From an optimization exercise on the open Yosys and OpenROAD flow, aimed at small area, a short achievable clock period and few clock cycles; shortcuts taken in it are not production practice.

== the baseline ==
==> flow/design.v <==
module nr_vadd (
    input  wire        clk,
    input  wire        rst,         
    input  wire        in_valid,
    input  wire [31:0] in_a,
    input  wire [31:0] in_b,
    output wire        in_ready,
    output reg         out_valid,
    output reg  [31:0] out_sum,
    input  wire        out_ready
);
    reg         v0, v1, v2, vk;
    reg         rdy;            
    reg         adv;            
    reg  [31:0] skid;
    assign in_ready = rdy;
    wire        ia_h  = |in_a[30:23];
    wire        ib_h  = |in_b[30:23];
    wire [7:0]  ia_ee = {in_a[30:24], in_a[23] | ~ia_h};
    wire [7:0]  ib_ee = {in_b[30:24], in_b[23] | ~ib_h};
    reg  [32:0] ra, rb;
    reg         bige;                       
    always @(posedge clk) if (adv) begin
        ra   <= {in_a[31], ia_ee, ia_h, in_a[22:0]};
        rb   <= {in_b[31], ib_ee, ib_h, in_b[22:0]};
        bige <= ib_ee > ia_ee;
    end
    wire [7:0]  a_ee = ra[31:24];
    wire [7:0]  b_ee = rb[31:24];
    wire        a_h  = ra[23];
    wire        b_h  = rb[23];
    wire        a_emax = &a_ee;
    wire        b_emax = &b_ee;
    wire        a_fz = ~|ra[22:0];
    wire        b_fz = ~|rb[22:0];
    wire        a_nan = a_emax & ~a_fz;
    wire        b_nan = b_emax & ~b_fz;
    wire        a_inf = a_emax & a_fz;
    wire        b_inf = b_emax & b_fz;
    wire        sub   = ra[32] ^ rb[32];
    wire        s_nan = a_nan | b_nan | (a_inf & b_inf & sub);
    wire        s_inf = a_inf | b_inf;
    wire [23:0] a_m  = {a_h, ra[22:0]};
    wire [23:0] b_m  = {b_h, rb[22:0]};
    wire [23:0] x_m  = bige ? b_m : a_m;
    wire [23:0] y_m  = bige ? a_m : b_m;
    wire [7:0]  x_ee = bige ? b_ee : a_ee;
    wire [7:0]  y_ee = bige ? a_ee : b_ee;
    wire [7:0]  d    = x_ee - y_ee;
    wire [4:0]  sh   = d[4:0];
    wire        big  = |d[7:5];                 
    wire        neg  = sub & (a_ee == b_ee) & (b_m > a_m);
    wire        x_s  = (bige | neg) ? rb[32] : ra[32];
    wire [26:0] t0 = {y_m, 3'd0};
    wire [26:0] t1 = sh[4] ? {16'd0, t0[26:16]} : t0;
    wire        k1 = sh[4] & (|t0[15:0]);
    wire [26:0] t2 = sh[3] ? {8'd0, t1[26:8]} : t1;
    wire        k2 = sh[3] & (|t1[7:0]);
    wire [26:0] t3 = sh[2] ? {4'd0, t2[26:4]} : t2;
    wire        k3 = sh[2] & (|t2[3:0]);
    wire [26:0] t4 = sh[1] ? {2'd0, t3[26:2]} : t3;
    wire        k4 = sh[1] & (|t3[1:0]);
    wire [26:0] t5 = sh[0] ? {1'd0, t4[26:1]} : t4;
    wire        k5 = sh[0] & t4[0];
    wire [26:0] y_al = big ? {26'd0, |y_m} : {t5[26:1], t5[0] | k1 | k2 | k3 | k4 | k5};
    reg         p_s, p_zs, p_sub, p_neg, p_invb, p_nan, p_inf;
    reg  [7:0]  p_e;
    reg  [23:0] p_x;
    reg  [26:0] p_y;
    always @(posedge clk) if (adv) begin
        p_s   <= x_s;
        p_zs  <= ra[32] & rb[32];
        p_sub <= sub;
        p_neg <= neg;
        p_invb <= sub & ~neg;
        p_nan <= s_nan;
        p_inf <= s_inf;
        p_e   <= x_ee;
        p_x   <= x_m ^ {24{neg}};
        p_y   <= y_al;
    end
    wire [27:0] ad_a = {p_neg, p_x, {3{p_neg}}};
    wire [27:0] ad_b = {1'b0, p_y} ^ {28{p_invb}};
    wire [27:0] mag  = ad_a + ad_b + {27'd0, p_sub};
    wire [27:0] lim  = (p_e > 8'd27) ? 28'd0 : (28'h8000000 >> p_e);
    wire [31:0] lzin = {mag | lim, 4'b1111};
    wire [15:0] z1v; wire [15:0] z1c;
    wire [7:0]  z2v; wire [15:0] z2c;
    wire [3:0]  z3v; wire [11:0] z3c;
    wire [1:0]  z4v; wire [7:0]  z4c;
    genvar g;
    generate
        for (g = 0; g < 16; g = g + 1) begin : lz1
            assign z1v[g] = lzin[2*g+1] | lzin[2*g];
            assign z1c[g] = ~lzin[2*g+1];
        end
        for (g = 0; g < 8; g = g + 1) begin : lz2
            assign z2v[g] = z1v[2*g+1] | z1v[2*g];
            assign z2c[2*g+1:2*g] = z1v[2*g+1] ? {1'b0, z1c[2*g+1]} : {1'b1, z1c[2*g]};
        end
        for (g = 0; g < 4; g = g + 1) begin : lz3
            assign z3v[g] = z2v[2*g+1] | z2v[2*g];
            assign z3c[3*g+2:3*g] = z2v[2*g+1] ? {1'b0, z2c[4*g+3:4*g+2]} : {1'b1, z2c[4*g+1:4*g]};
        end
        for (g = 0; g < 2; g = g + 1) begin : lz4
            assign z4v[g] = z3v[2*g+1] | z3v[2*g];
            assign z4c[4*g+3:4*g] = z3v[2*g+1] ? {1'b0, z3c[6*g+5:6*g+3]} : {1'b1, z3c[6*g+2:6*g]};
        end
    endgenerate
    wire [4:0]  lz = z4v[1] ? {1'b0, z4c[7:4]} : {1'b1, z4c[3:0]};
    reg         q_s, q_zs, q_nan, q_inf;
    reg  [7:0]  q_e;
    reg  [27:0] q_m;
    reg  [4:0]  q_lz;
    always @(posedge clk) if (adv) begin
        q_s   <= p_s;
        q_zs  <= p_zs;
        q_nan <= p_nan;
        q_inf <= p_inf;
        q_e   <= p_e;
        q_m   <= mag;
        q_lz  <= lz;
    end
    wire [27:0] sl = q_m << q_lz;
    wire [26:0] nm = {sl[27:2], sl[1] | (sl[0] & ~|q_lz)};
    wire [8:0]  ne = {1'b0, q_e} + 9'd1 - {4'd0, q_lz};
    wire        r_up = nm[2] & (nm[1] | nm[0] | nm[3]);
    wire [30:0] pk   = {(nm[26] ? ne[7:0] : 8'd0), nm[25:3]};
    reg  [30:0] ones;
    integer m, n;
    always @(*) begin
        ones = pk;
        for (m = 1; m < 32; m = m * 2)
            for (n = 30; n >= m; n = n - 1)
                ones[n] = ones[n] & ones[n-m];
    end
    wire [30:0] rnd  = pk ^ ({ones[29:0], 1'b1} & {31{r_up}});
    wire        ovf  = ne[8] | (ne[7:0] == 8'hFF);
    wire        zero = ~|q_m;
    reg  [31:0] res;
    always @(*) begin
        if (q_nan)
            res = 32'h7FC00000;
        else if (q_inf | ovf)
            res = {q_s, 8'hFF, 23'd0};
        else
            res = {zero ? q_zs : q_s, rnd};
    end
    wire        push = adv & v2;
    always @(posedge clk) begin
        if (!vk) skid <= res;
        if (out_ready | ~out_valid) out_sum <= vk ? skid : res;
    end
    always @(posedge clk) begin
        if (rst) begin
            v0 <= 1'b0; v1 <= 1'b0; v2 <= 1'b0; vk <= 1'b0;
            rdy <= 1'b0; adv <= 1'b1; out_valid <= 1'b0;
        end else begin
            if (adv) begin
                v0 <= in_valid & rdy;
                v1 <= v0;
                v2 <= v1;
            end
            if (vk) begin
                if (out_ready) begin vk <= 1'b0; rdy <= 1'b1; adv <= 1'b1; end
            end else if (push & out_valid & ~out_ready) begin
                vk <= 1'b1; rdy <= 1'b0; adv <= 1'b0;
            end else begin
                rdy <= 1'b1;
            end
            out_valid <= vk | push | (out_valid & ~out_ready);
        end
    end
endmodule
export LEC_CHECK = 0
export CAP_MARGIN = 60
export CORE_MARGIN = 2
export CORE_UTILIZATION = 40
export PLACE_DENSITY = 0.6
export SLEW_MARGIN = 60
create_clock -name core_clock -period 20.0 [get_ports {clk}]
standard.sh (not shown) runs the stock make flow with config.mk's settings and CLKGATE_MAP_FILE= SYNTH_SCRIPT=/design/flow/synth_recipe.tcl, a recipe that flattens the netlist after the stock synthesis.
==> flow/flow/run.sh <==
#!/bin/bash
set -euo pipefail
export BUFFER_PORTS_ARGS="-buffer_cell sky130_fd_sc_hd__buf_2"
bash standard.sh finish > flow_make.log 2>&1
> inputs changed (the baseline -> the candidate)
-- flow/design.v --
<<< the baseline, line 132
        ones = pk;
        for (m = 1; m < 32; m = m * 2)
            for (n = 30; n >= m; n = n - 1)
                ones[n] = ones[n] & ones[n-m];
    end
    wire [30:0] rnd  = pk ^ ({ones[29:0], 1'b1} & {31{r_up}});
>>> the candidate, line 132
        ones = pk;
        for (m = 1; m < 32; m = m * 2)
            for (n = 0; n < 31; n = n + 1)
                if (n & m)
                    ones[n] = ones[n] & ones[(n & ~(m - 1)) - 1];
    end
    wire [30:0] rnd  = pk ^ ({ones[29:0], 1'b1} & {31{r_up}});
==> comparison <==
Re maximum fanout count along the critical path: no difference whatsoever between the baseline and the candidate. Number of cells on the worst reg-to-reg path for the candidate: 3 down relative to the baseline. Against the baseline, the candidate reports a non-filler instance count after layout that is lower. Going from the baseline to the candidate, setup slack of the critical path after layout went up by 220 ps, routability congestion estimate went up by 0.0045. The launching element of the worst setup path comes out in_a[28] in one run and in_a[26] in the other, namely in the baseline and the candidate respectively.
No functional check of the RTL was part of any run of this note.

## separate check: timing with driven ports
Ports are ideal in the flow. The routed layouts listed here were re-timed in OpenROAD.
Step 1 sets driving cells, clkbuf_16 on the clock port and buf_2 on the other inputs (assumed; they add their load-dependent delay and slew).
Step 2 times the ports against the registers' clock, not the clock port: input delays grow and output delays shrink by t, the midpoint of the rising clock arrivals with the driver on.
a / b / c = ideal / step 1 / step 2; a / b = the first two.
run	shift t [ns]	setup slack, ns	worst hold slack (ns)	worst register clock-pin slew, ns	cell pins on the clock port's net
the baseline	0.607	14.417 / 14.450 / 13.843	0.418 / 0.418 / 0.418	0.07 / 0.07	1
the candidate	0.598	14.634 / 14.666 / 14.068	0.422 / 0.422 / 0.422	0.06 / 0.06	1
After both steps every run listed still meets setup and hold. The setup slack of the baseline, which loses most, moves by +0.033 ns with the drivers and by -0.574 ns with both steps.
